This design comes from an exercise in tuning for small area, a short achievable clock period and few clock cycles per item on the open sky130 flow, not from production work.
In this exercise RTL edits were held to simulation tests only and were not proved equivalent to the original.
Power and IR drop assume default switching activity.

$ cat flow/config.mk
export PLATFORM = sky130hd
export DESIGN_NAME = md5_core
export DESIGN_NICKNAME = md5_core
export VERILOG_FILES = /design/flow/design.v
export SDC_FILE = /design/flow/constraint.sdc
export NUM_CORES = 4
export LEC_CHECK = 0
export ABC_AREA = 1
export CAP_MARGIN = 20
export CELL_PAD_IN_SITES_DETAIL_PLACEMENT = 1
export CORE_MARGIN = 2
export CORE_UTILIZATION = 45
export CTS_BUF_LIST = sky130_fd_sc_hd__clkbuf_16
export CTS_CLUSTER_DIAMETER = 60
export CTS_CLUSTER_SIZE = 30
export PLACE_DENSITY = 0.55
export SLEW_MARGIN = 20
export SYNTH_HIERARCHICAL = 1
$ cat flow/constraint.sdc
create_clock -name core_clock -period 12.0 [get_ports {clk}]
set_input_delay 2.4000 -clock core_clock [delete_from_list [all_inputs] [get_ports {clk}]]
set_output_delay 2.4000 -clock core_clock [all_outputs]
set_load 0.01 [all_outputs]
$ cat flow/design.v
module md5_core (
    input  wire         clk,
    input  wire         rst,       
    input  wire         start,     
    input  wire         first,     
    input  wire [511:0] block,     
    output wire         ready,
    output reg          done,
    output wire [127:0] digest     
);
    localparam [31:0] IV0 = 32'h67452301;
    localparam [31:0] IV1 = 32'hefcdab89;
    localparam [31:0] IV2 = 32'h98badcfe;
    localparam [31:0] IV3 = 32'h10325476;
    localparam [31:0] T0  = 32'hd76aa478;
    reg [31:0] x [0:15];           
    reg [31:0] b, c, d;            
    reg [31:0] p;                  
    reg [31:0] u, v;               
    reg [31:0] h0, h1, h2, h3;     
    reg  [5:0] r;                  
    reg        busy;               
    reg        fin;                
    reg        iv;                 
    reg  [3:0] gn;                 
    reg  [3:0] ra;                 
    reg  [3:0] rb;                 
    reg        last;               
    reg  [3:0] kn;                 
    assign ready  = !busy;
    assign digest = {h3, h2, h1, h0};
    wire accept = start && !busy;
    reg [31:0] tn;
    always @(*) begin
        case (r)
            6'd0: tn = 32'he8c7b756;
            6'd1: tn = 32'h242070db;
            6'd2: tn = 32'hc1bdceee;
            6'd3: tn = 32'hf57c0faf;
            6'd4: tn = 32'h4787c62a;
            6'd5: tn = 32'ha8304613;
            6'd6: tn = 32'hfd469501;
            6'd7: tn = 32'h698098d8;
            6'd8: tn = 32'h8b44f7af;
            6'd9: tn = 32'hffff5bb1;
            6'd10: tn = 32'h895cd7be;
            6'd11: tn = 32'h6b901122;
            6'd12: tn = 32'hfd987193;
            6'd13: tn = 32'ha679438e;
            6'd14: tn = 32'h49b40821;
            6'd15: tn = 32'hf61e2562;
            6'd16: tn = 32'hc040b340;
            6'd17: tn = 32'h265e5a51;
            6'd18: tn = 32'he9b6c7aa;
            6'd19: tn = 32'hd62f105d;
            6'd20: tn = 32'h02441453;
            6'd21: tn = 32'hd8a1e681;
            6'd22: tn = 32'he7d3fbc8;
            6'd23: tn = 32'h21e1cde6;
            6'd24: tn = 32'hc33707d6;
            6'd25: tn = 32'hf4d50d87;
            6'd26: tn = 32'h455a14ed;
            6'd27: tn = 32'ha9e3e905;
            6'd28: tn = 32'hfcefa3f8;
            6'd29: tn = 32'h676f02d9;
            6'd30: tn = 32'h8d2a4c8a;
            6'd31: tn = 32'hfffa3942;
            6'd32: tn = 32'h8771f681;
            6'd33: tn = 32'h6d9d6122;
            6'd34: tn = 32'hfde5380c;
            6'd35: tn = 32'ha4beea44;
            6'd36: tn = 32'h4bdecfa9;
            6'd37: tn = 32'hf6bb4b60;
            6'd38: tn = 32'hbebfbc70;
            6'd39: tn = 32'h289b7ec6;
            6'd40: tn = 32'heaa127fa;
            6'd41: tn = 32'hd4ef3085;
            6'd42: tn = 32'h04881d05;
            6'd43: tn = 32'hd9d4d039;
            6'd44: tn = 32'he6db99e5;
            6'd45: tn = 32'h1fa27cf8;
            6'd46: tn = 32'hc4ac5665;
            6'd47: tn = 32'hf4292244;
            6'd48: tn = 32'h432aff97;
            6'd49: tn = 32'hab9423a7;
            6'd50: tn = 32'hfc93a039;
            6'd51: tn = 32'h655b59c3;
            6'd52: tn = 32'h8f0ccc92;
            6'd53: tn = 32'hffeff47d;
            6'd54: tn = 32'h85845dd1;
            6'd55: tn = 32'h6fa87e4f;
            6'd56: tn = 32'hfe2ce6e0;
            6'd57: tn = 32'ha3014314;
            6'd58: tn = 32'h4e0811a1;
            6'd59: tn = 32'hf7537e82;
            6'd60: tn = 32'hbd3af235;
            6'd61: tn = 32'h2ad7d2bb;
            6'd62: tn = 32'heb86d391;
            6'd63: tn = 32'h00000000;
            default: tn = 32'h0;
        endcase
    end
    reg [3:0] kn2;
    always @(*) begin
        case (r)
            6'd0: kn2 = 4'd2;
            6'd1: kn2 = 4'd3;
            6'd2: kn2 = 4'd4;
            6'd3: kn2 = 4'd5;
            6'd4: kn2 = 4'd6;
            6'd5: kn2 = 4'd7;
            6'd6: kn2 = 4'd8;
            6'd7: kn2 = 4'd9;
            6'd8: kn2 = 4'd10;
            6'd9: kn2 = 4'd11;
            6'd10: kn2 = 4'd12;
            6'd11: kn2 = 4'd13;
            6'd12: kn2 = 4'd14;
            6'd13: kn2 = 4'd15;
            6'd14: kn2 = 4'd1;
            6'd15: kn2 = 4'd6;
            6'd16: kn2 = 4'd11;
            6'd17: kn2 = 4'd0;
            6'd18: kn2 = 4'd5;
            6'd19: kn2 = 4'd10;
            6'd20: kn2 = 4'd15;
            6'd21: kn2 = 4'd4;
            6'd22: kn2 = 4'd9;
            6'd23: kn2 = 4'd14;
            6'd24: kn2 = 4'd3;
            6'd25: kn2 = 4'd8;
            6'd26: kn2 = 4'd13;
            6'd27: kn2 = 4'd2;
            6'd28: kn2 = 4'd7;
            6'd29: kn2 = 4'd12;
            6'd30: kn2 = 4'd5;
            6'd31: kn2 = 4'd8;
            6'd32: kn2 = 4'd11;
            6'd33: kn2 = 4'd14;
            6'd34: kn2 = 4'd1;
            6'd35: kn2 = 4'd4;
            6'd36: kn2 = 4'd7;
            6'd37: kn2 = 4'd10;
            6'd38: kn2 = 4'd13;
            6'd39: kn2 = 4'd0;
            6'd40: kn2 = 4'd3;
            6'd41: kn2 = 4'd6;
            6'd42: kn2 = 4'd9;
            6'd43: kn2 = 4'd12;
            6'd44: kn2 = 4'd15;
            6'd45: kn2 = 4'd2;
            6'd46: kn2 = 4'd0;
            6'd47: kn2 = 4'd7;
            6'd48: kn2 = 4'd14;
            6'd49: kn2 = 4'd5;
            6'd50: kn2 = 4'd12;
            6'd51: kn2 = 4'd3;
            6'd52: kn2 = 4'd10;
            6'd53: kn2 = 4'd1;
            6'd54: kn2 = 4'd8;
            6'd55: kn2 = 4'd15;
            6'd56: kn2 = 4'd6;
            6'd57: kn2 = 4'd13;
            6'd58: kn2 = 4'd4;
            6'd59: kn2 = 4'd11;
            6'd60: kn2 = 4'd2;
            6'd61: kn2 = 4'd9;
            6'd62: kn2 = 4'd0;
            6'd63: kn2 = 4'd0;
            default: kn2 = 4'd0;
        endcase
    end
    wire [31:0] f = (b & u) | (~b & v);
    wire [31:0] tmp;
    md5_add32 u_tmp (.a(p), .b(f), .s(tmp));
    wire [31:0] rot;
    md5_rot u_rot (.t(tmp), .ra(ra), .rb(rb), .y(rot));
    wire [31:0] sum_b;                 
    md5_add32 u_sb (.a(b), .b(rot), .s(sum_b));
    wire [31:0] sum_a = h1 + b;        
    wire [31:0] sum_c = tmp;           
    wire [31:0] sum_d = h3 + d;        
    wire [31:0] pa = busy ? d : (first ? IV0 : h0);
    wire [31:0] pm = busy ? (last ? h0 : x[kn]) : block[31:0];
    wire [31:0] pk = busy ? tn : T0;
    wire [31:0] psum = pa + pm + pk;
    wire [31:0] un = ({32{gn[0]}} & b) | ({32{gn[1]}} & (b | c)) |
                     ({32{gn[2]}} & ~(b ^ c)) | ({32{gn[3]}} & ~b);
    wire [31:0] vn = ({32{gn[0]}} & c) | ({32{gn[1]}} & (b & ~c)) |
                     ({32{gn[2]}} & (b ^ c)) | ({32{gn[3]}} & ~(b ^ c));
    wire [31:0] c0 = first ? IV2 : (fin ? sum_c : c);
    wire [31:0] d0 = first ? IV3 : (fin ? sum_d : d);
    integer i;
    always @(posedge clk) begin
        if (!busy)
            for (i = 0; i < 16; i = i + 1)
                x[i] <= block[32*i +: 32];
    end
    wire       busy_n = !rst && (busy ? !last : start);
    wire [5:0] r_n    = (rst || !busy) ? 6'd0 : r + 6'd1;
    wire [5:0] r_n1   = r_n + 6'd1;
    reg [3:0] ra_n, rb_n;
    always @(*) begin
        case ({r_n[5:4], r_n[1:0]})
            4'd0: begin ra_n = 4'b1000; rb_n = 4'b0001; end
            4'd1: begin ra_n = 4'b1000; rb_n = 4'b0010; end
            4'd2: begin ra_n = 4'b1000; rb_n = 4'b0100; end
            4'd3: begin ra_n = 4'b0100; rb_n = 4'b1000; end
            4'd4: begin ra_n = 4'b0010; rb_n = 4'b0001; end
            4'd5: begin ra_n = 4'b0001; rb_n = 4'b0010; end
            4'd6: begin ra_n = 4'b0001; rb_n = 4'b0100; end
            4'd7: begin ra_n = 4'b0001; rb_n = 4'b1000; end
            4'd8: begin ra_n = 4'b0001; rb_n = 4'b0001; end
            4'd9: begin ra_n = 4'b0100; rb_n = 4'b0010; end
            4'd10: begin ra_n = 4'b0100; rb_n = 4'b0100; end
            4'd11: begin ra_n = 4'b1000; rb_n = 4'b1000; end
            4'd12: begin ra_n = 4'b0100; rb_n = 4'b0001; end
            4'd13: begin ra_n = 4'b0010; rb_n = 4'b0010; end
            4'd14: begin ra_n = 4'b0010; rb_n = 4'b0100; end
            4'd15: begin ra_n = 4'b0010; rb_n = 4'b1000; end
        endcase
    end
    always @(posedge clk) begin
        gn   <= 4'b0001 << r_n1[5:4];
        ra   <= busy_n ? ra_n : 4'd0;
        rb   <= busy_n ? rb_n : 4'd0;
        last <= busy_n && (r_n == 6'd63);
        kn   <= busy ? kn2 : 4'd1;
    end
    always @(posedge clk) begin
        if (busy) begin
            if (last) begin
                u <= b;  v <= b;
            end else begin
                u <= un; v <= vn;
            end
        end else begin
            u <= c0; v <= d0;
        end
    end
    always @(posedge clk) begin
        if (rst) begin
            busy <= 1'b0;
            fin  <= 1'b0;
            done <= 1'b0;
            r    <= 6'd0;
        end else begin
            done <= fin;
            fin  <= busy && last;
            if (busy) begin
                r <= r + 6'd1;
                if (last) begin
                    busy <= 1'b0;
                    h0   <= psum;
                end
                if (r == 6'd0 && iv) begin
                    h0 <= IV0; h1 <= IV1; h2 <= IV2; h3 <= IV3;
                end
            end else begin
                if (fin) begin
                    h1 <= sum_a; h2 <= sum_c; h3 <= sum_d;
                end
                if (accept) begin
                    busy <= 1'b1;
                    iv   <= first;
                end
            end
        end
    end
    always @(posedge clk) begin
        if (busy) begin
            b <= sum_b;
            c <= b;
            d <= c;
        end else if (fin && !(accept && first)) begin
            b <= sum_a;
            c <= sum_c;
            d <= sum_d;
        end else if (accept && first) begin
            b <= IV1;
            c <= IV2;
            d <= IV3;
        end else begin
            b <= h1;
            c <= h2;
            d <= h3;
        end
        p <= (busy && last) ? h2 : psum;
    end
endmodule
module md5_add32 (
    input  wire [31:0] a,
    input  wire [31:0] b,
    output wire [31:0] s
);
    wire g0_0 = a[0] & b[0];
    wire p0_0 = a[0] ^ b[0];
    wire g0_1 = a[1] & b[1];
    wire p0_1 = a[1] ^ b[1];
    wire g0_2 = a[2] & b[2];
    wire p0_2 = a[2] ^ b[2];
    wire g0_3 = a[3] & b[3];
    wire p0_3 = a[3] ^ b[3];
    wire g0_4 = a[4] & b[4];
    wire p0_4 = a[4] ^ b[4];
    wire g0_5 = a[5] & b[5];
    wire p0_5 = a[5] ^ b[5];
    wire g0_6 = a[6] & b[6];
    wire p0_6 = a[6] ^ b[6];
    wire g0_7 = a[7] & b[7];
    wire p0_7 = a[7] ^ b[7];
    wire g0_8 = a[8] & b[8];
    wire p0_8 = a[8] ^ b[8];
    wire g0_9 = a[9] & b[9];
    wire p0_9 = a[9] ^ b[9];
    wire g0_10 = a[10] & b[10];
    wire p0_10 = a[10] ^ b[10];
    wire g0_11 = a[11] & b[11];
    wire p0_11 = a[11] ^ b[11];
    wire g0_12 = a[12] & b[12];
    wire p0_12 = a[12] ^ b[12];
    wire g0_13 = a[13] & b[13];
    wire p0_13 = a[13] ^ b[13];
    wire g0_14 = a[14] & b[14];
    wire p0_14 = a[14] ^ b[14];
    wire g0_15 = a[15] & b[15];
    wire p0_15 = a[15] ^ b[15];
    wire g0_16 = a[16] & b[16];
    wire p0_16 = a[16] ^ b[16];
    wire g0_17 = a[17] & b[17];
    wire p0_17 = a[17] ^ b[17];
    wire g0_18 = a[18] & b[18];
    wire p0_18 = a[18] ^ b[18];
    wire g0_19 = a[19] & b[19];
    wire p0_19 = a[19] ^ b[19];
    wire g0_20 = a[20] & b[20];
    wire p0_20 = a[20] ^ b[20];
    wire g0_21 = a[21] & b[21];
    wire p0_21 = a[21] ^ b[21];
    wire g0_22 = a[22] & b[22];
    wire p0_22 = a[22] ^ b[22];
    wire g0_23 = a[23] & b[23];
    wire p0_23 = a[23] ^ b[23];
    wire g0_24 = a[24] & b[24];
    wire p0_24 = a[24] ^ b[24];
    wire g0_25 = a[25] & b[25];
    wire p0_25 = a[25] ^ b[25];
    wire g0_26 = a[26] & b[26];
    wire p0_26 = a[26] ^ b[26];
    wire g0_27 = a[27] & b[27];
    wire p0_27 = a[27] ^ b[27];
    wire g0_28 = a[28] & b[28];
    wire p0_28 = a[28] ^ b[28];
    wire g0_29 = a[29] & b[29];
    wire p0_29 = a[29] ^ b[29];
    wire g0_30 = a[30] & b[30];
    wire p0_30 = a[30] ^ b[30];
    wire g0_31 = a[31] & b[31];
    wire p0_31 = a[31] ^ b[31];
    wire gn0 = g0_1 | (p0_1 & g0_0);
    wire pn0 = p0_1 & p0_0;
    wire gn1 = g0_3 | (p0_3 & g0_2);
    wire pn1 = p0_3 & p0_2;
    wire gn2 = g0_5 | (p0_5 & g0_4);
    wire pn2 = p0_5 & p0_4;
    wire gn3 = g0_7 | (p0_7 & g0_6);
    wire pn3 = p0_7 & p0_6;
    wire gn4 = g0_9 | (p0_9 & g0_8);
    wire pn4 = p0_9 & p0_8;
    wire gn5 = g0_11 | (p0_11 & g0_10);
    wire pn5 = p0_11 & p0_10;
    wire gn6 = g0_13 | (p0_13 & g0_12);
    wire pn6 = p0_13 & p0_12;
    wire gn7 = g0_15 | (p0_15 & g0_14);
    wire pn7 = p0_15 & p0_14;
    wire gn8 = g0_17 | (p0_17 & g0_16);
    wire pn8 = p0_17 & p0_16;
    wire gn9 = g0_19 | (p0_19 & g0_18);
    wire pn9 = p0_19 & p0_18;
    wire gn10 = g0_21 | (p0_21 & g0_20);
    wire pn10 = p0_21 & p0_20;
    wire gn11 = g0_23 | (p0_23 & g0_22);
    wire pn11 = p0_23 & p0_22;
    wire gn12 = g0_25 | (p0_25 & g0_24);
    wire pn12 = p0_25 & p0_24;
    wire gn13 = g0_27 | (p0_27 & g0_26);
    wire pn13 = p0_27 & p0_26;
    wire gn14 = g0_29 | (p0_29 & g0_28);
    wire pn14 = p0_29 & p0_28;
    wire gn15 = g0_31 | (p0_31 & g0_30);
    wire pn15 = p0_31 & p0_30;
    wire gn16 = g0_2 | (p0_2 & gn0);
    wire pn16 = p0_2 & pn0;
    wire gn17 = gn1 | (pn1 & gn0);
    wire pn17 = pn1 & pn0;
    wire gn18 = g0_6 | (p0_6 & gn2);
    wire pn18 = p0_6 & pn2;
    wire gn19 = gn3 | (pn3 & gn2);
    wire pn19 = pn3 & pn2;
    wire gn20 = g0_10 | (p0_10 & gn4);
    wire pn20 = p0_10 & pn4;
    wire gn21 = gn5 | (pn5 & gn4);
    wire pn21 = pn5 & pn4;
    wire gn22 = g0_14 | (p0_14 & gn6);
    wire pn22 = p0_14 & pn6;
    wire gn23 = gn7 | (pn7 & gn6);
    wire pn23 = pn7 & pn6;
    wire gn24 = g0_18 | (p0_18 & gn8);
    wire pn24 = p0_18 & pn8;
    wire gn25 = gn9 | (pn9 & gn8);
    wire pn25 = pn9 & pn8;
    wire gn26 = g0_22 | (p0_22 & gn10);
    wire pn26 = p0_22 & pn10;
    wire gn27 = gn11 | (pn11 & gn10);
    wire pn27 = pn11 & pn10;
    wire gn28 = g0_26 | (p0_26 & gn12);
    wire pn28 = p0_26 & pn12;
    wire gn29 = gn13 | (pn13 & gn12);
    wire pn29 = pn13 & pn12;
    wire gn30 = g0_30 | (p0_30 & gn14);
    wire pn30 = p0_30 & pn14;
    wire gn31 = gn15 | (pn15 & gn14);
    wire pn31 = pn15 & pn14;
    wire gn32 = g0_4 | (p0_4 & gn17);
    wire pn32 = p0_4 & pn17;
    wire gn33 = gn2 | (pn2 & gn17);
    wire pn33 = pn2 & pn17;
    wire gn34 = gn18 | (pn18 & gn17);
    wire pn34 = pn18 & pn17;
    wire gn35 = gn19 | (pn19 & gn17);
    wire pn35 = pn19 & pn17;
    wire gn36 = g0_12 | (p0_12 & gn21);
    wire pn36 = p0_12 & pn21;
    wire gn37 = gn6 | (pn6 & gn21);
    wire pn37 = pn6 & pn21;
    wire gn38 = gn22 | (pn22 & gn21);
    wire pn38 = pn22 & pn21;
    wire gn39 = gn23 | (pn23 & gn21);
    wire pn39 = pn23 & pn21;
    wire gn40 = g0_20 | (p0_20 & gn25);
    wire pn40 = p0_20 & pn25;
    wire gn41 = gn10 | (pn10 & gn25);
    wire pn41 = pn10 & pn25;
    wire gn42 = gn26 | (pn26 & gn25);
    wire pn42 = pn26 & pn25;
    wire gn43 = gn27 | (pn27 & gn25);
    wire pn43 = pn27 & pn25;
    wire gn44 = g0_28 | (p0_28 & gn29);
    wire pn44 = p0_28 & pn29;
    wire gn45 = gn14 | (pn14 & gn29);
    wire pn45 = pn14 & pn29;
    wire gn46 = gn30 | (pn30 & gn29);
    wire pn46 = pn30 & pn29;
    wire gn47 = gn31 | (pn31 & gn29);
    wire pn47 = pn31 & pn29;
    wire gn48 = g0_8 | (p0_8 & gn35);
    wire pn48 = p0_8 & pn35;
    wire gn49 = gn4 | (pn4 & gn35);
    wire pn49 = pn4 & pn35;
    wire gn50 = gn20 | (pn20 & gn35);
    wire pn50 = pn20 & pn35;
    wire gn51 = gn21 | (pn21 & gn35);
    wire pn51 = pn21 & pn35;
    wire gn52 = gn36 | (pn36 & gn35);
    wire pn52 = pn36 & pn35;
    wire gn53 = gn37 | (pn37 & gn35);
    wire pn53 = pn37 & pn35;
    wire gn54 = gn38 | (pn38 & gn35);
    wire pn54 = pn38 & pn35;
    wire gn55 = gn39 | (pn39 & gn35);
    wire pn55 = pn39 & pn35;
    wire gn56 = g0_24 | (p0_24 & gn43);
    wire pn56 = p0_24 & pn43;
    wire gn57 = gn12 | (pn12 & gn43);
    wire pn57 = pn12 & pn43;
    wire gn58 = gn28 | (pn28 & gn43);
    wire pn58 = pn28 & pn43;
    wire gn59 = gn29 | (pn29 & gn43);
    wire pn59 = pn29 & pn43;
    wire gn60 = gn44 | (pn44 & gn43);
    wire pn60 = pn44 & pn43;
    wire gn61 = gn45 | (pn45 & gn43);
    wire pn61 = pn45 & pn43;
    wire gn62 = gn46 | (pn46 & gn43);
    wire pn62 = pn46 & pn43;
    wire gn63 = gn47 | (pn47 & gn43);
    wire pn63 = pn47 & pn43;
    wire gn64 = g0_16 | (p0_16 & gn55);
    wire pn64 = p0_16 & pn55;
    wire gn65 = gn8 | (pn8 & gn55);
    wire pn65 = pn8 & pn55;
    wire gn66 = gn24 | (pn24 & gn55);
    wire pn66 = pn24 & pn55;
    wire gn67 = gn25 | (pn25 & gn55);
    wire pn67 = pn25 & pn55;
    wire gn68 = gn40 | (pn40 & gn55);
    wire pn68 = pn40 & pn55;
    wire gn69 = gn41 | (pn41 & gn55);
    wire pn69 = pn41 & pn55;
    wire gn70 = gn42 | (pn42 & gn55);
    wire pn70 = pn42 & pn55;
    wire gn71 = gn43 | (pn43 & gn55);
    wire pn71 = pn43 & pn55;
    wire gn72 = gn56 | (pn56 & gn55);
    wire pn72 = pn56 & pn55;
    wire gn73 = gn57 | (pn57 & gn55);
    wire pn73 = pn57 & pn55;
    wire gn74 = gn58 | (pn58 & gn55);
    wire pn74 = pn58 & pn55;
    wire gn75 = gn59 | (pn59 & gn55);
    wire pn75 = pn59 & pn55;
    wire gn76 = gn60 | (pn60 & gn55);
    wire pn76 = pn60 & pn55;
    wire gn77 = gn61 | (pn61 & gn55);
    wire pn77 = pn61 & pn55;
    wire gn78 = gn62 | (pn62 & gn55);
    wire pn78 = pn62 & pn55;
    wire gn79 = gn63 | (pn63 & gn55);
    wire pn79 = pn63 & pn55;
    assign s = {p0_31 ^ gn78, p0_30 ^ gn77, p0_29 ^ gn76, p0_28 ^ gn75, p0_27 ^ gn74, p0_26 ^ gn73, p0_25 ^ gn72, p0_24 ^ gn71, p0_23 ^ gn70, p0_22 ^ gn69, p0_21 ^ gn68, p0_20 ^ gn67, p0_19 ^ gn66, p0_18 ^ gn65, p0_17 ^ gn64, p0_16 ^ gn55, p0_15 ^ gn54, p0_14 ^ gn53, p0_13 ^ gn52, p0_12 ^ gn51, p0_11 ^ gn50, p0_10 ^ gn49, p0_9 ^ gn48, p0_8 ^ gn35, p0_7 ^ gn34, p0_6 ^ gn33, p0_5 ^ gn32, p0_4 ^ gn17, p0_3 ^ gn16, p0_2 ^ gn0, p0_1 ^ g0_0, p0_0};
endmodule
module md5_rot (
    input  wire [31:0] t,
    input  wire  [3:0] ra,
    input  wire  [3:0] rb,
    output wire [31:0] y
);
    wire [31:0] y1 = ({32{ra[0]}} & t) | ({32{ra[1]}} & {t[30:0], t[31:31]}) |
                     ({32{ra[2]}} & {t[29:0], t[31:30]}) | ({32{ra[3]}} & {t[28:0], t[31:29]});
    assign y = ({32{rb[0]}} & {y1[27:0], y1[31:28]}) | ({32{rb[1]}} & {y1[22:0], y1[31:23]}) |
               ({32{rb[2]}} & {y1[17:0], y1[31:18]}) | ({32{rb[3]}} & {y1[11:0], y1[31:12]});
endmodule
$ cat flow/flow/run.sh
#!/bin/bash
# Layout flow: the standard ORFS flow (standard.sh) with two changes.
#  - Ports are buffered with sky130_fd_sc_hd__buf_1 instead of the default
#    clkdlybuf4s50_1 (every input and output still gets its own buffer).
#  - Timing repair aims at a setup slack margin of 6.5 ns at the design's
#    12 ns clock (the SDC is unchanged).
# make's output goes to make.log; each ORFS step writes its own log under
# orfs/logs/.
set -euo pipefail
export BUFFER_PORTS_ARGS="-buffer_cell sky130_fd_sc_hd__buf_1"
bash standard.sh SETUP_SLACK_MARGIN=6.5 finish > make.log 2>&1
$ cat flow/standard.sh
#!/bin/bash
# synth_recipe.tcl (not shown) runs the flow's synth.tcl, then flattens the netlist and writes it again
# the make line also repeats each setting of config.mk as NAME=value (left out here)
make -C /OpenROAD-flow-scripts/flow DESIGN_CONFIG=/design/flow/config.mk WORK_HOME=/design/flow/orfs CLKGATE_MAP_FILE= SYNTH_SCRIPT=/design/flow/synth_recipe.tcl "${@:-finish}"
==> results of run 1 <==
==> layer usage <==
metal | routed length, um | GRT usage (%)
met3 | 22520 | 8.550
met5 | 208 | 0
met2 | 108000 | 62.45
met4 | 14050 | 20.92
met1 | 96680 | 52.75
==> cell families (layout without fill, tap and decap cells) <==
logic type / Yosys count / count (layout)
simple gates: 2996 / 2996
compound gates: 1099 / 1099
other cells: 0 / 41
xor+xnor: 84 / 84
buf+inv: 838 / 1493
fa+ha+maj: 292 / 292
flops: 891 / 891
==> final cells by class <==
cell class | count | area share, %
timing repair buffer | 742 | 5.566
inverter | 581 | 3.727
antenna | 41 | 0.1739
multi-input combinational | 4471 | 40.82
sequential | 891 | 41.19
clock buffer | 91 | 3.860
tap | 1500 | 3.182
clock inverter | 79 | 1.487
==> synthesized netlist by cell type, types with 7 or more instances <==
cell type,instances,area share (%)
nand3b_1,9,0.13
o221ai_1,25,0.43
buf_1,16,0.12
a21oi_1,278,2.7
o22ai_1,121,1.5
clkbuf_1,175,1.3
a32oi_1,23,0.39
o211ai_1,28,0.41
nand2_2,28,0.34
buf_2,38,0.37
a211oi_1,15,0.22
nand4_1,99,1.2
o21ai_1,47,0.46
nand3_1,248,2.4
xor2_1,43,0.74
buf_6,17,0.37
o21ai_0,342,3.3
nor3_1,39,0.38
a22oi_1,14,0.21
nand2_1,1817,13
o21bai_1,25,0.37
dfxtp_1,250,9.8
nor2_4,7,0.15
a21o_1,20,0.29
a221oi_1,49,0.84
edfxtp_1,641,38
ha_1,248,6.1
nor2_1,636,4.7
nor4_1,8,0.098
a21boi_0,14,0.21
nor2_2,35,0.43
a22o_1,17,0.29
or2_2,58,0.71
inv_1,557,4.1
a31oi_1,45,0.55
buf_4,9,0.13
xnor2_1,40,0.68
fa_1,44,1.7
inv_2,18,0.13
==> tightest hold or removal path, stage by stage, from the launching register on <==
cell and delay [ns]:
dfxtp_1 0.34, o32ai_1 0.08, inv_1 0.05
==> flip-flops by register name, indices dropped and copies added (netlist names), 6 cells and up <==
register  flops
h2           32
h1           32
r             6
h3           32
h0           32
x           512
u            32
v            32
tn           32
p            32
d            32
b            32
c            32
==> worst min-delay path by stage <==
stage / from / endpoint / slack, ns
after floorplan: c[26] / d[26] / 0.43
after global placement: c[2] / d[2] / 0.46
after detailed placement: c[2] / d[2] / 0.47
after CTS: c[2] / d[2] / 0.49
after global routing: c[2] / d[2] / 0.52
final: c[2] / d[2] / 0.49
==> per-module statistics from Yosys (local to each module, per instance) <==
module | flops+latches | cells inside
md5_rot | 0 | 476
md5_core | 891 | 5104
md5_add32 | 0 | 310
==> through the flow <==
stage / total power [mW] / cell area, um^2 / hold slack, ns / utilization (%)
2_1_floorplan: 6.074 / 51270 / 0.4258 / -
3_3_place_gp: 7.381 / 55140 / 0.4576 / 48.95
3_5_place_dp: 7.487 / 55140 / 0.4742 / 48.95
4_1_cts: 10.56 / 58500 / 0.4904 / 51.93
5_1_grt: 11.19 / 58940 / 0.5171 / 52.32
6_report: 10.75 / 58990 / 0.4948 / 52.36
==> power by group <==
| part | internal [mW] | switching [mW] |
|---|---|---|
| Sequential | 3.72 | 0.302 |
| Clock | 1.53 | 1.51 |
| Combinational | 1.09 | 2.59 |
==> timing repair <==
action | CTS | global route
gates cloned | 1 | 0
pin swaps | 5 | 9
hold buffers | 0 | 0
endpoints found under the setup margin | 64 | 62
setup buffers | 2 | 16
resized for setup | 33 | 77
==> impl_metrics.env, run 1 <==
export IMPL_insertion_delay_ns=0.71
export IMPL_synthDistinctLibCells=63
export IMPL_fp_dieArea_um2=116600
export IMPL_drive_gt1_share_pct=7.761
export IMPL_synth_seq_cells=891
export IMPL_synthCells=6200
export IMPL_clock_path_buffers=3
export IMPL_ys_seq_area_share_pct=47.33
export IMPL_initial_utilization_pct=45.48
export IMPL_drv_cap=0
export IMPL_cts_tree="built"
export IMPL_htree_levels=3
export IMPL_grt_max_degree=195
export IMPL_yosys_area_share_simple_pct=24.04
export IMPL_holdPathStages=2
export IMPL_drt_iter0_drc=5259
export IMPL_required_ns=12.51
export IMPL_r2r_setup_slack_ns=6.58
export IMPL_critPathMaxStageDelay_ns=0.48
export IMPL_timing_final_ws_setup_ns=6.584
export IMPL_first_pass_iters=9
export IMPL_tns_ns=0
export IMPL_synth_xor_area_share_pct=1.450
export IMPL_pwr_density_cell_nw_per_um2=182.3
export IMPL_grt_first_pass_wirelength_um=341800
export IMPL_routabilityCongestion=0.9884
export IMPL_cp_end_kind="register"
export IMPL_synth_top_family_by_area="simple AND/OR/NAND/NOR gates"
export IMPL_synth_compound_area_share_pct=12.81
export IMPL_finalHoldViolCount=0
export IMPL_r2r_start="b[0]"
export IMPL_startpoint="b[0]"
export IMPL_worst_setup_path_type="register to register"
export IMPL_row_count=123
export IMPL_synth_area_per_cell_um2=8.264
export IMPL_period_share_pct=45.13
export IMPL_crit_cells=35
export IMPL_nNetsFinal=7586
export IMPL_status="timing/DRC/antenna clean"
export IMPL_worst_pin_slew_ns=1.195
export IMPL_async_flop_share_pct=0
export IMPL_seqCellArea_um2=24300
export IMPL_finalMaxSlewViolations=0
export IMPL_core_um2=112700
export IMPL_wirelength_um=241500
export IMPL_fp_dieH_um=341.4
export IMPL_critPathBufInv=7
export IMPL_die_x_um=341.4
export IMPL_crit_end="b[16]"
export IMPL_start_kind="register"
export IMPL_synth_warnings=8
export IMPL_fill_cells=13780
export IMPL_fin_cells=8396
export IMPL_grt_overflow_total=0
export IMPL_ant_nets=0
export IMPL_syn2layout_area_growth_pct=15.13
export IMPL_dp_cells=8165
export IMPL_slowest_stage="fa_1"
export IMPL_cp_max_fo=12
export IMPL_routedWlPerCell_um=28.76
export IMPL_grt_antenna_before_repair=48
export IMPL_grt_setup_unrepaired="true"
export IMPL_clk_pin_slew_ns=0.07
export IMPL_period_needed_ns=5.416
export IMPL_grt_usage_pct=40.16
export IMPL_synth_ff_type="edfxtp_1"
export IMPL_cts_sinks=891
export IMPL_grt_pass1_vias=48550
export IMPL_timing_fmax_ghz=0.1846
export IMPL_finClkSkew_ns=0.05680
export IMPL_dp_hpwl_um=182500
export IMPL_r2r_end="b[16]"
export IMPL_port_buffers=645
export IMPL_synth_edf_count=641
export IMPL_multiInputGateArea_um2=24080
export IMPL_clockRootBuffer="clkbuf_16"
export IMPL_vdd_drop_max_mv=0.1456
export IMPL_power_leakage_nw=25.04
export IMPL_synth_cell_area_um2=51240
export IMPL_muxShareOfSynthArea_pct=0
export IMPL_final_common_cell="nand2_1"
export IMPL_syn_nets=7008
export IMPL_hp_class="register to register"
export IMPL_cp_common_cell="nand2_1"
export IMPL_setup_violations=0
export IMPL_slew_headroom_pct=20.35
export IMPL_r2r_cells=35
export IMPL_drc=0
export IMPL_final_cell_mix="1800 x nand2_1, 644 x buf_1, 641 x edfxtp_1"
export IMPL_viasPerCell=5.922
export IMPL_pre_cts_ws_ns=5.325
export IMPL_critPathTopFamily="simple AND/OR/NAND/NOR gates"
export IMPL_io_pins=646
export IMPL_synthAdderAreaFrac_pct=7.775
export IMPL_vias=49720
export IMPL_numCtsBuffers=91
export IMPL_worstPathArrival_ns=5.93
Testbench counts, summed over its fixed seeds: cycles 52,203, blocks 803.
==> run 2: changes to the inputs <==
--- a/flow/design.v
+++ b/flow/design.v
@@ -25,81 +25,46 @@
     reg  [3:0] gn;                 
     reg  [3:0] ra;                 
     reg  [3:0] rb;                 
+    reg        rh;                 
     reg        last;               
     reg  [3:0] kn;                 
     assign ready  = !busy;
     assign digest = {h3, h2, h1, h0};
     wire accept = start && !busy;
-    reg [31:0] tn;
-    always @(*) begin
-        case (r)
-            6'd0: tn = 32'he8c7b756;
-            6'd1: tn = 32'h242070db;
-            6'd2: tn = 32'hc1bdceee;
-            6'd3: tn = 32'hf57c0faf;
-            6'd4: tn = 32'h4787c62a;
-            6'd5: tn = 32'ha8304613;
-            6'd6: tn = 32'hfd469501;
-            6'd7: tn = 32'h698098d8;
-            6'd8: tn = 32'h8b44f7af;
-            6'd9: tn = 32'hffff5bb1;
-            6'd10: tn = 32'h895cd7be;
-            6'd11: tn = 32'h6b901122;
-            6'd12: tn = 32'hfd987193;
-            6'd13: tn = 32'ha679438e;
-            6'd14: tn = 32'h49b40821;
-            6'd15: tn = 32'hf61e2562;
-            6'd16: tn = 32'hc040b340;
-            6'd17: tn = 32'h265e5a51;
-            6'd18: tn = 32'he9b6c7aa;
-            6'd19: tn = 32'hd62f105d;
-            6'd20: tn = 32'h02441453;
-            6'd21: tn = 32'hd8a1e681;
-            6'd22: tn = 32'he7d3fbc8;
-            6'd23: tn = 32'h21e1cde6;
-            6'd24: tn = 32'hc33707d6;
-            6'd25: tn = 32'hf4d50d87;
-            6'd26: tn = 32'h455a14ed;
-            6'd27: tn = 32'ha9e3e905;
-            6'd28: tn = 32'hfcefa3f8;
-            6'd29: tn = 32'h676f02d9;
-            6'd30: tn = 32'h8d2a4c8a;
-            6'd31: tn = 32'hfffa3942;
-            6'd32: tn = 32'h8771f681;
-            6'd33: tn = 32'h6d9d6122;
-            6'd34: tn = 32'hfde5380c;
-            6'd35: tn = 32'ha4beea44;
-            6'd36: tn = 32'h4bdecfa9;
-            6'd37: tn = 32'hf6bb4b60;
-            6'd38: tn = 32'hbebfbc70;
-            6'd39: tn = 32'h289b7ec6;
-            6'd40: tn = 32'heaa127fa;
-            6'd41: tn = 32'hd4ef3085;
-            6'd42: tn = 32'h04881d05;
-            6'd43: tn = 32'hd9d4d039;
-            6'd44: tn = 32'he6db99e5;
-            6'd45: tn = 32'h1fa27cf8;
-            6'd46: tn = 32'hc4ac5665;
-            6'd47: tn = 32'hf4292244;
-            6'd48: tn = 32'h432aff97;
-            6'd49: tn = 32'hab9423a7;
-            6'd50: tn = 32'hfc93a039;
-            6'd51: tn = 32'h655b59c3;
-            6'd52: tn = 32'h8f0ccc92;
-            6'd53: tn = 32'hffeff47d;
-            6'd54: tn = 32'h85845dd1;
-            6'd55: tn = 32'h6fa87e4f;
-            6'd56: tn = 32'hfe2ce6e0;
-            6'd57: tn = 32'ha3014314;
-            6'd58: tn = 32'h4e0811a1;
-            6'd59: tn = 32'hf7537e82;
-            6'd60: tn = 32'hbd3af235;
-            6'd61: tn = 32'h2ad7d2bb;
-            6'd62: tn = 32'heb86d391;
-            6'd63: tn = 32'h00000000;
-            default: tn = 32'h0;
-        endcase
-    end
+    wire [63:0] rdec = 64'd1 << r;
+    wire [31:0] tn;
+    assign tn[0] = |(rdec & 64'h74ef5e112e3a536a);
+    assign tn[1] = |(rdec & 64'h289b0182c394bd3f);
+    assign tn[2] = |(rdec & 64'h12a3d68c0f88250d);
+    assign tn[3] = |(rdec & 64'h20a42914744c259e);
+    assign tn[4] = |(rdec & 64'h72752940311a16a3);
+    assign tn[5] = |(rdec & 64'h352679721484cf1c);
+    assign tn[6] = |(rdec & 64'h01e8f1e8b5db8087);
+    assign tn[7] = |(rdec & 64'h6d5b339177e4378e);
+    assign tn[8] = |(rdec & 64'h464b15329bc5bf49);
+    assign tn[9] = |(rdec & 64'h7b83c1b93167273d);
+    assign tn[10] = |(rdec & 64'h09f165d147b4857d);
+    assign tn[11] = |(rdec & 64'h08d934fccac2428c);
+    assign tn[12] = |(rdec & 64'h7ce97ec5845b1fc3);
+    assign tn[13] = |(rdec & 64'h19a7a3cf98619103);
+    assign tn[14] = |(rdec & 64'h7bf968bb48e63736);
+    assign tn[15] = |(rdec & 64'h7135185918e505d5);
+    assign tn[16] = |(rdec & 64'h2a2c93e73be82215);
+    assign tn[17] = |(rdec & 64'h782d32f8fd4e8251);
+    assign tn[18] = |(rdec & 64'h61724a5e331ec75d);
+    assign tn[19] = |(rdec & 64'h15b9d6faf40ab60c);
+    assign tn[20] = |(rdec & 64'h380e18fb8746fe2c);
+    assign tn[21] = |(rdec & 64'h11a1e36df9ac622e);
+    assign tn[22] = |(rdec & 64'h28281a15bed32749);
+    assign tn[23] = |(rdec & 64'h60e67ffe9ae45a95);
+    assign tn[24] = |(rdec & 64'h5afb2817edc45fdc);
+    assign tn[25] = |(rdec & 64'h6fb33171a15aab10);
+    assign tn[26] = |(rdec & 64'h1dfcf66ff64ab25a);
+    assign tn[27] = |(rdec & 64'h75b629d6d8245fe1);
+    assign tn[28] = |(rdec & 64'h1924aa6492289248);
+    assign tn[29] = |(rdec & 64'h7bae91eebac6baeb);
+    assign tn[30] = |(rdec & 64'h4daddb36b76ddadd);
+    assign tn[31] = |(rdec & 64'h5b76db6ddb6db76d);
     reg [3:0] kn2;
     always @(*) begin
         case (r)
@@ -174,10 +139,9 @@
     wire [31:0] tmp;
     md5_add32 u_tmp (.a(p), .b(f), .s(tmp));
     wire [31:0] rot;
-    md5_rot u_rot (.t(tmp), .ra(ra), .rb(rb), .y(rot));
+    md5_rot u_rot (.t(tmp), .h(h1), .ra(ra), .rb(rb), .rh(rh), .y(rot));
     wire [31:0] sum_b;                 
     md5_add32 u_sb (.a(b), .b(rot), .s(sum_b));
-    wire [31:0] sum_a = h1 + b;        
     wire [31:0] sum_c = tmp;           
     wire [31:0] sum_d = h3 + d;        
     wire [31:0] pa = busy ? d : (first ? IV0 : h0);
@@ -224,6 +188,7 @@
         gn   <= 4'b0001 << r_n1[5:4];
         ra   <= busy_n ? ra_n : 4'd0;
         rb   <= busy_n ? rb_n : 4'd0;
+        rh   <= !busy_n;
         last <= busy_n && (r_n == 6'd63);
         kn   <= busy ? kn2 : 4'd1;
     end
@@ -258,7 +223,7 @@
                 end
             end else begin
                 if (fin) begin
-                    h1 <= sum_a; h2 <= sum_c; h3 <= sum_d;
+                    h1 <= sum_b; h2 <= sum_c; h3 <= sum_d;
                 end
                 if (accept) begin
                     busy <= 1'b1;
@@ -273,7 +238,7 @@
             c <= b;
             d <= c;
         end else if (fin && !(accept && first)) begin
-            b <= sum_a;
+            b <= sum_b;
             c <= sum_c;
             d <= sum_d;
         end else if (accept && first) begin
@@ -521,12 +486,14 @@
 endmodule
 module md5_rot (
     input  wire [31:0] t,
+    input  wire [31:0] h,
     input  wire  [3:0] ra,
     input  wire  [3:0] rb,
+    input  wire        rh,
     output wire [31:0] y
 );
     wire [31:0] y1 = ({32{ra[0]}} & t) | ({32{ra[1]}} & {t[30:0], t[31:31]}) |
                      ({32{ra[2]}} & {t[29:0], t[31:30]}) | ({32{ra[3]}} & {t[28:0], t[31:29]});
     assign y = ({32{rb[0]}} & {y1[27:0], y1[31:28]}) | ({32{rb[1]}} & {y1[22:0], y1[31:23]}) |
-               ({32{rb[2]}} & {y1[17:0], y1[31:18]}) | ({32{rb[3]}} & {y1[11:0], y1[31:12]});
+               ({32{rb[2]}} & {y1[17:0], y1[31:18]}) | ({32{rb[3]}} & {y1[11:0], y1[31:12]}) | ({32{rh}} & h);
 endmodule
==> impl_metrics.env, run 2 <==
export IMPL_status="timing/DRC/antenna clean"
export IMPL_fin_cells=7868
export IMPL_grt_antenna_before_repair=71
export IMPL_largest_reg_flops=512
export IMPL_synth_top_area_share_pct=40.04
export IMPL_synth_most_common_cell="nand2_1"
export IMPL_numCtsBuffers=85
export IMPL_async_flop_share_pct=0
export IMPL_nNetsFinal=7088
export IMPL_worst_setup_path_type="register to register"
export IMPL_port_buffers=645
export IMPL_synth_seq_cells=860
export IMPL_htree_levels=3
export IMPL_worstPathArrival_ns=5.94
export IMPL_cts_sinks=860
export IMPL_fp_dieH_um=330.9
export IMPL_period_needed_ns=5.527
export IMPL_routabilityCongestion=1.039
export IMPL_crit_cells=24
export IMPL_clock_path_buffers=3
export IMPL_first_pass_iters=6
export IMPL_die_x_um=330.9
export IMPL_final_common_cell="nand2_1"
export IMPL_finalHoldViolCount=0
export IMPL_fp_dieArea_um2=109500
export IMPL_slowest_stage="fa_1"
export IMPL_synthCells=5728
export IMPL_synth_ff_type="edfxtp_1"
export IMPL_startpoint="kn[2]"
export IMPL_synth_edf_count=641
export IMPL_wirelength_um=245500
export IMPL_final_cell_mix="1588 x nand2_1, 645 x buf_1, 641 x edfxtp_1"
export IMPL_setup_violations=0
export IMPL_grt_pass1_vias=47350
export IMPL_slew_headroom_pct=17.59
export IMPL_routedWlPerCell_um=31.20
export IMPL_initial_utilization_pct=45.54
export IMPL_clk_pin_slew_ns=0.08
export IMPL_crit_chain="inv_1 > nand2_2 > nor2_4 > buf_4 > nand2_1 > nand2_1 > a221oi_2 > nand3_1 > o22ai_2 > nand2_1 > o211ai_1 > fa_1 > inv_1 > ha_1 > nand3_1 > nand3_1 > a21boi_4 > o21bai_2 > nand2_1 > nand2_1 > a21o_1 > or2_2 > nand2_1 > nor2_1"
export IMPL_syn_nets=6486
export IMPL_core_um2=105600
export IMPL_synth_cell_area_um2=48070
export IMPL_worst_pin_slew_ns=1.227
export IMPL_row_count=119
export IMPL_cp_max_fo=32
export IMPL_finClkSkew_ns=0.05323
export IMPL_drive_gt1_share_pct=8.529
export IMPL_vias=48050
export IMPL_power_leakage_nw=24.36
export IMPL_period_share_pct=46.06
export IMPL_grt_usage_pct=42.70
export IMPL_largest_register="x"
export IMPL_pwr_density_cell_nw_per_um2=212.2
export IMPL_insertion_delay_ns=0.73
export IMPL_io_pins=646
export IMPL_hold_buffers=0
export IMPL_drc=0
export IMPL_synth_area_leaders="edfxtp_1 40%, nand2_1 13%, dfxtp_1 9.1%"
export IMPL_critPathTopFamily="simple AND/OR/NAND/NOR gates"
export IMPL_fin_util_pct=53.34
export IMPL_dp_cells=7609
export IMPL_ant_nets=0
export IMPL_grt_max_degree=182
export IMPL_tns_ns=0
export IMPL_grt_overflow_total=0
export IMPL_timing_fmax_ghz=0.1809
export IMPL_cts_tree="built"
export IMPL_r2r_end="h0[20]"
export IMPL_synth_warnings=8
export IMPL_ys_seq_area_share_pct=49.16
export IMPL_crit_end="h0[20]"
export IMPL_dp_hpwl_um=184200
export IMPL_critPathBufInv=3
export IMPL_required_ns=12.42
export IMPL_hp_class="register to register"
export IMPL_synth_area_per_cell_um2=8.393
export IMPL_finalMaxSlewViolations=0
export IMPL_synth_commonest_cells="1613 x nand2_1, 641 x edfxtp_1, 598 x inv_1, 591 x nor2_1, 302 x o21ai_0"
export IMPL_synthDistinctLibCells=62
export IMPL_start_kind="register"
export IMPL_r2r_cells=24
export IMPL_vdd_drop_max_mv=0.1795
export IMPL_viasPerCell=6.107
export IMPL_grt_setup_unrepaired="true"
export IMPL_synth_top_area_cell="edfxtp_1"
export IMPL_syn2layout_area_growth_pct=17.12
export IMPL_drv_cap=0
export IMPL_r2r_start="kn[2]"
export IMPL_cp_end_kind="register"
export IMPL_drt_iter0_drc=5482
export IMPL_clockRootBuffer="clkbuf_16"
export IMPL_cp_common_cell="nand2_1"
export IMPL_grt_first_pass_wirelength_um=334900
export IMPL_r2r_setup_slack_ns=6.47
export IMPL_critPathMaxStageDelay_ns=0.52
run 2: changes by cell type in the layout (fill, tap and decap cells not counted), sizes merged, moves of 32 or more:
cell,delta
nand2,-208
o21ai,-89
nor3,+72
ha,-49
diode,+34
a21oi,-44
nor2,-56
inv,+32
run 2: cell families (layout without fill, tap and decap cells):
group	count (synthesis)	after routing	share of synthesized area, %
other	0	75	0
and+or+nand+nor	2822	2823	24.49
DFF	860	860	49.16
buffers and inverters	837	1510	6.801
AOI/OAI and AO/OA	899	899	11.34
muxes	2	2	0.04164
xor gates and xnor gates	66	66	1.202
adders and majority gates	242	242	6.970
run 2: per-layer routing:
| metal | up-vias | track usage, % | routed length [um] | part of all wire (%) |
|---|---|---|---|---|
| li1 | 20670 | - | - | - |
| met1 | 23670 | 50.33 | 88380 | 36 |
| met2 | 2870 | 69.14 | 113100 | 46 |
| met3 | 831 | 9.253 | 23210 | 9.5 |
| met4 | 16 | 30.54 | 20690 | 8.4 |
| met5 | - | 0 | 87 | 0.035 |
run 2: cell type report:
class	instances	area, um^2
diodes	75	187.7
clock buffers	86	2152
clock inverters	73	869.6
fillers	12750	49260
inverters	615	2340
multi-input cells	4032	22130
flip-flops and latches	860	23680
well taps	1391	1740
repair buffers	736	3214
run 2: repair_timing:
action | 4_1_cts | 5_1_grt
pin swaps | 10 | 15
gates cloned | 0 | 1
buffers inserted | 9 | 15
gates resized for setup | 73 | 138
setup endpoints to repair | 79 | 68
run 2: through the flow:
stage / worst slack, ns / cell area (um^2) / power (mW) / hold WS [ns]
after detailed placement: 5.161 / 52050 / 8.573 / 0.4482
after CTS: 6.489 / 55460 / 11.59 / 0.4578
after global routing: 6.380 / 56250 / 12.44 / 0.4689
after global placement: 5.326 / 52040 / 8.385 / 0.4495
after floorplan: 6.404 / 48150 / 6.865 / 0.4258
final: 6.473 / 56310 / 11.95 / 0.4594
run 2: Yosys stat by module, one instance, submodules excluded:
| module | cells inside | copies in the design | area (um^2) | flops+latches |
|---|---|---|---|---|
| md5_rot | 549 | 1 | 2262 | 0 |
| md5_core | 4559 | 1 | 42420 | 860 |
| md5_add32 | 310 | 2 | 1698 | 0 |
run 2: how the worst min path moves through the flow:
stage	start	endpoint	depth (start not counted)
after detailed placement	c[29]	d[29]	2
after global routing	c[29]	d[29]	2
after global placement	c[29]	d[29]	2
final	c[29]	d[29]	2
after floorplan	c[31]	d[31]	2
after CTS	c[29]	d[29]	2
run 2: report_power, final:
| part | leakage (nW) | internal, mW | switching (mW) |
|---|---|---|---|
| clock network | 1.50 | 1.48 | 1.47 |
| registers | 8.18 | 3.75 | 0.432 |
| logic | 14.7 | 1.46 | 3.35 |
run 2: worst reg2reg max path, cell delays in order, from the launching register on:
cell and delay [ns]:
dfxtp_1 0.48, inv_1 0.14, nand2_2 0.18, nor2_4 0.04, buf_4 0.31, nand2_1 0.22
nand2_1 0.08, a221oi_2 0.50, nand3_1 0.31, o22ai_2 0.33, nand2_1 0.15, o211ai_1 0.19
fa_1 0.52, inv_1 0.08, ha_1 0.22, nand3_1 0.08, nand3_1 0.15, a21boi_4 0.30
o21bai_2 0.15, nand2_1 0.08, nand2_1 0.11, a21o_1 0.21, or2_2 0.29, nand2_1 0.07
nor2_1 0.04
Testbench counts of run 2, summed over its fixed seeds: cycles 52,203, blocks 803.
==> run 3: changes to the inputs <==
==> flow/flow/run.sh (replaced) <==
#!/bin/bash
# Layout flow: the standard ORFS flow (standard.sh) with two changes.
#  - Ports are buffered with sky130_fd_sc_hd__buf_1 instead of the default
#    clkdlybuf4s50_1 (every input and output still gets its own buffer).
#  - Timing repair aims at a setup slack margin of 7.2 ns at the design's
#    12 ns clock (the SDC is unchanged).
# make's output goes to make.log; each ORFS step writes its own log under
# orfs/logs/.
set -euo pipefail
export BUFFER_PORTS_ARGS="-buffer_cell sky130_fd_sc_hd__buf_1"
bash standard.sh SETUP_SLACK_MARGIN=7.2 finish > make.log 2>&1
==> impl_metrics.env, run 3 <==
export IMPL_clk_pin_slew_ns=0.06
export IMPL_routabilityCongestion=1.089
export IMPL_final_area_um2=59770
export IMPL_drv_cap=0
export IMPL_vdd_drop_max_mv=0.1540
export IMPL_fill_cells=12550
export IMPL_worst_pin_slew_ns=1.179
export IMPL_nNetsFinal=7197
export IMPL_synth_commonest_cells="1613 x nand2_1, 641 x edfxtp_1, 598 x inv_1, 591 x nor2_1, 302 x o21ai_0"
export IMPL_status="timing/DRC/antenna clean"
export IMPL_worst_hold_slack_ns=0.4707
export IMPL_slowest_stage="fa_2"
export IMPL_grt_setup_unrepaired="true"
export IMPL_tns_ns=0
export IMPL_finalMaxSlewViolations=0
export IMPL_final_cell_mix="1510 x nand2_1, 643 x buf_1, 641 x edfxtp_1"
export IMPL_ant_nets=0
export IMPL_timing_fmax_ghz=0.1934
export IMPL_critPathMaxStageDelay_ns=0.54
export IMPL_power_mw=13.04
export IMPL_drive_gt1_share_pct=15.62
export IMPL_cp_max_fo=7
export IMPL_grt_overflow_total=0
export IMPL_power_leakage_nw=25.51
export IMPL_syn2layout_area_growth_pct=24.32
export IMPL_required_ns=12.41
export IMPL_placed_area_um2=52090
export IMPL_finalHoldViolCount=0
export IMPL_ys_seq_area_share_pct=49.16
export IMPL_numCtsBuffers=85
export IMPL_viasPerCell=6.153
export IMPL_synthDistinctLibCells=62
export IMPL_final_common_cell="nand2_1"
export IMPL_largest_register="x"
export IMPL_setup_violations=0
export IMPL_grt_usage_pct=43.50
export IMPL_initial_utilization_pct=45.54
export IMPL_synth_edf_count=641
export IMPL_htree_levels=3
export IMPL_grt_pass1_vias=47780
export IMPL_cts_sinks=860
export IMPL_synth_top_area_share_pct=40.04
export IMPL_synth_ff_type="edfxtp_1"
export IMPL_wirelength_um=253000
export IMPL_insertion_delay_ns=0.76
export IMPL_synth_area_per_cell_um2=8.393
export IMPL_worst_setup_path_type="register to register"
export IMPL_slew_headroom_pct=20.79
export IMPL_first_pass_iters=6
export IMPL_cp_end_kind="register"
export IMPL_hp_class="register to register"
export IMPL_seqCellArea_um2=23750
export IMPL_async_flop_share_pct=0
export IMPL_synth_cell_area_um2=48070
export IMPL_start_kind="register"
export IMPL_grt_antenna_before_repair=70
export IMPL_die_x_um=330.9
export IMPL_port_buffers=645
export IMPL_pwr_density_cell_nw_per_um2=218.2
export IMPL_routedWlPerCell_um=31.78
export IMPL_core_um2=105600
export IMPL_period_share_pct=43.09
export IMPL_synth_seq_cells=860
export IMPL_vias=48990
export IMPL_syn_nets=6486
export IMPL_multiInputGateArea_um2=24210
export IMPL_clockRootBuffer="clkbuf_16"
export IMPL_row_count=119
export IMPL_largest_reg_flops=512
export IMPL_clock_path_buffers=3
export IMPL_finClkSkew_ns=0.06837
export IMPL_cts_tree="built"
export IMPL_synth_top_area_cell="edfxtp_1"
export IMPL_worstPathArrival_ns=5.58
export IMPL_synth_warnings=8
export IMPL_fp_dieH_um=330.9
export IMPL_period_needed_ns=5.171
export IMPL_grt_first_pass_wirelength_um=340700
export IMPL_synth_area_leaders="edfxtp_1 40%, nand2_1 13%, dfxtp_1 9.1%"
export IMPL_grt_max_degree=156
export IMPL_synth_most_common_cell="nand2_1"
export IMPL_fp_dieArea_um2=109500
export IMPL_io_pins=646
export IMPL_synthCells=5728
export IMPL_drt_iter0_drc=5717
export IMPL_hold_buffers=0
export IMPL_drc=0
export IMPL_dp_hpwl_um=183100
[run 3: cell counts after synthesis]
No cell type changed its count.
[run 3: modules after synthesis (local to each module, per instance)]
module,flops+latches,cell area [um^2]
md5_rot,0,2262
md5_add32,0,1698
md5_core,860,42420
[run 3: cell families (layout without fill, tap and decap cells)]
kind of cell    after synthesis  in the layout  synth area share [%]
simple gates               2822           2825                 24.49
compound gates              899            899                 11.34
flops                       860            860                 49.16
buf+inv                     837           1618                 6.801
fa+ha+maj                   242            242                 6.970
xor+xnor                     66             66                 1.202
mux                           2              2               0.04164
other cells                   0             59                     0
[run 3: what timing repair did]
action	CTS	global route
resized for setup	422	347
gates cloned	7	2
buffers inserted	58	69
pin swaps	69	118
endpoints found under the hold margin	0	0
endpoints found under the setup margin	122	106
[run 3: stage by stage]
step | setup slack [ns] | cells | utilization, %
floorplan | 6.404 | 5728 | -
CTS | 7.010 | 7832 | 54.55
finish | 6.829 | 7962 | 56.62
global placement | 4.810 | 7607 | 49.34
detailed placement | 4.759 | 7607 | 49.34
global route | 6.724 | 7952 | 56.59
[run 3: worst paths after layout]
path / slack (ns) / endpoint / cells past startpoint / start
worst max-delay path: 6.83 / h1[16] / 34 / b[15]
worst min-delay path: 0.47 / d[31] / 2 / c[31]
worst max register to register: 6.83 / h1[16] / 34 / b[15]
worst min register to register: 0.47 / d[31] / 2 / c[31]
[run 3: where the power goes]
group          total, mW  leakage [nW]  switching [mW]  internal [mW]
clock               3.05          1.54            1.52           1.54
combinational       5.78          15.8            3.80           1.98
sequential          4.20          8.19           0.445           3.76
[run 3: worst max-delay path: cells and delay by family (launching register included)]
family / cells / cell delay, ns
buffers and inverters: 10 / 0.83
adder cells (fa/ha/maj): 4 / 1.73
flip-flops: 1 / 0.44
AO/OA/AOI/OAI: 1 / 0.21
AND/OR/NAND/NOR: 19 / 1.67
[run 3: cell type report]
cell class,instances,share of cell area (%)
sequential,860,39.73
tap,1391,2.912
clock inverter,71,1.618
timing repair buffer,842,7.279
antenna,59,0.2470
inverter,615,3.963
clock buffer,89,3.726
multi-input combinational,4034,40.51
timing repair inverter,1,0.01465
[run 3: metal layers]
layer | wire length [um] | track usage (%) | up-vias
met5 | 207 | 0 | -
met4 | 23310 | 32.03 | 30
met3 | 25380 | 9.456 | 878
met2 | 115500 | 69.86 | 3002
met1 | 88640 | 51.41 | 24200
li1 | - | - | 20880

-- static timing again, ports no longer ideal --
The results above use ideal ports. As a check the final layouts listed here were re-extracted and re-timed, cells and wires unchanged.
Step 1 (the two cells are an assumption about what drives the block):
set clk [get_ports {clk}]
set_driving_cell -lib_cell sky130_fd_sc_hd__clkbuf_16 $clk
set_driving_cell -lib_cell sky130_fd_sc_hd__buf_2 [delete_from_list [all_inputs] $clk]
Step 2, shift: input delay + t, output delay - t, t = (earliest + latest rising clock arrival at the registers) / 2. This alone moves slack from input paths to output paths.
Three values: ideal, step 1, step 2; two values: the first two.
run | shift t [ns] | setup WS [ns] | worst setup path after step 2 | slew at the worst register clock pin (ns)
run 1 | 0.763 | 6.584 / 6.584 / 5.922 | input to register | 0.09 / 0.09
run 2 | 0.784 | 6.473 / 6.473 / 5.930 | input to register | 0.10 / 0.10
run 3 | 0.802 | 6.829 / 6.829 / 6.290 | input to register | 0.11 / 0.11
After both steps setup and hold are still met in every run listed. For run 1, which loses most, drivers alone change the setup slack by 0.000 ns; drivers and shift together by -0.662 ns.
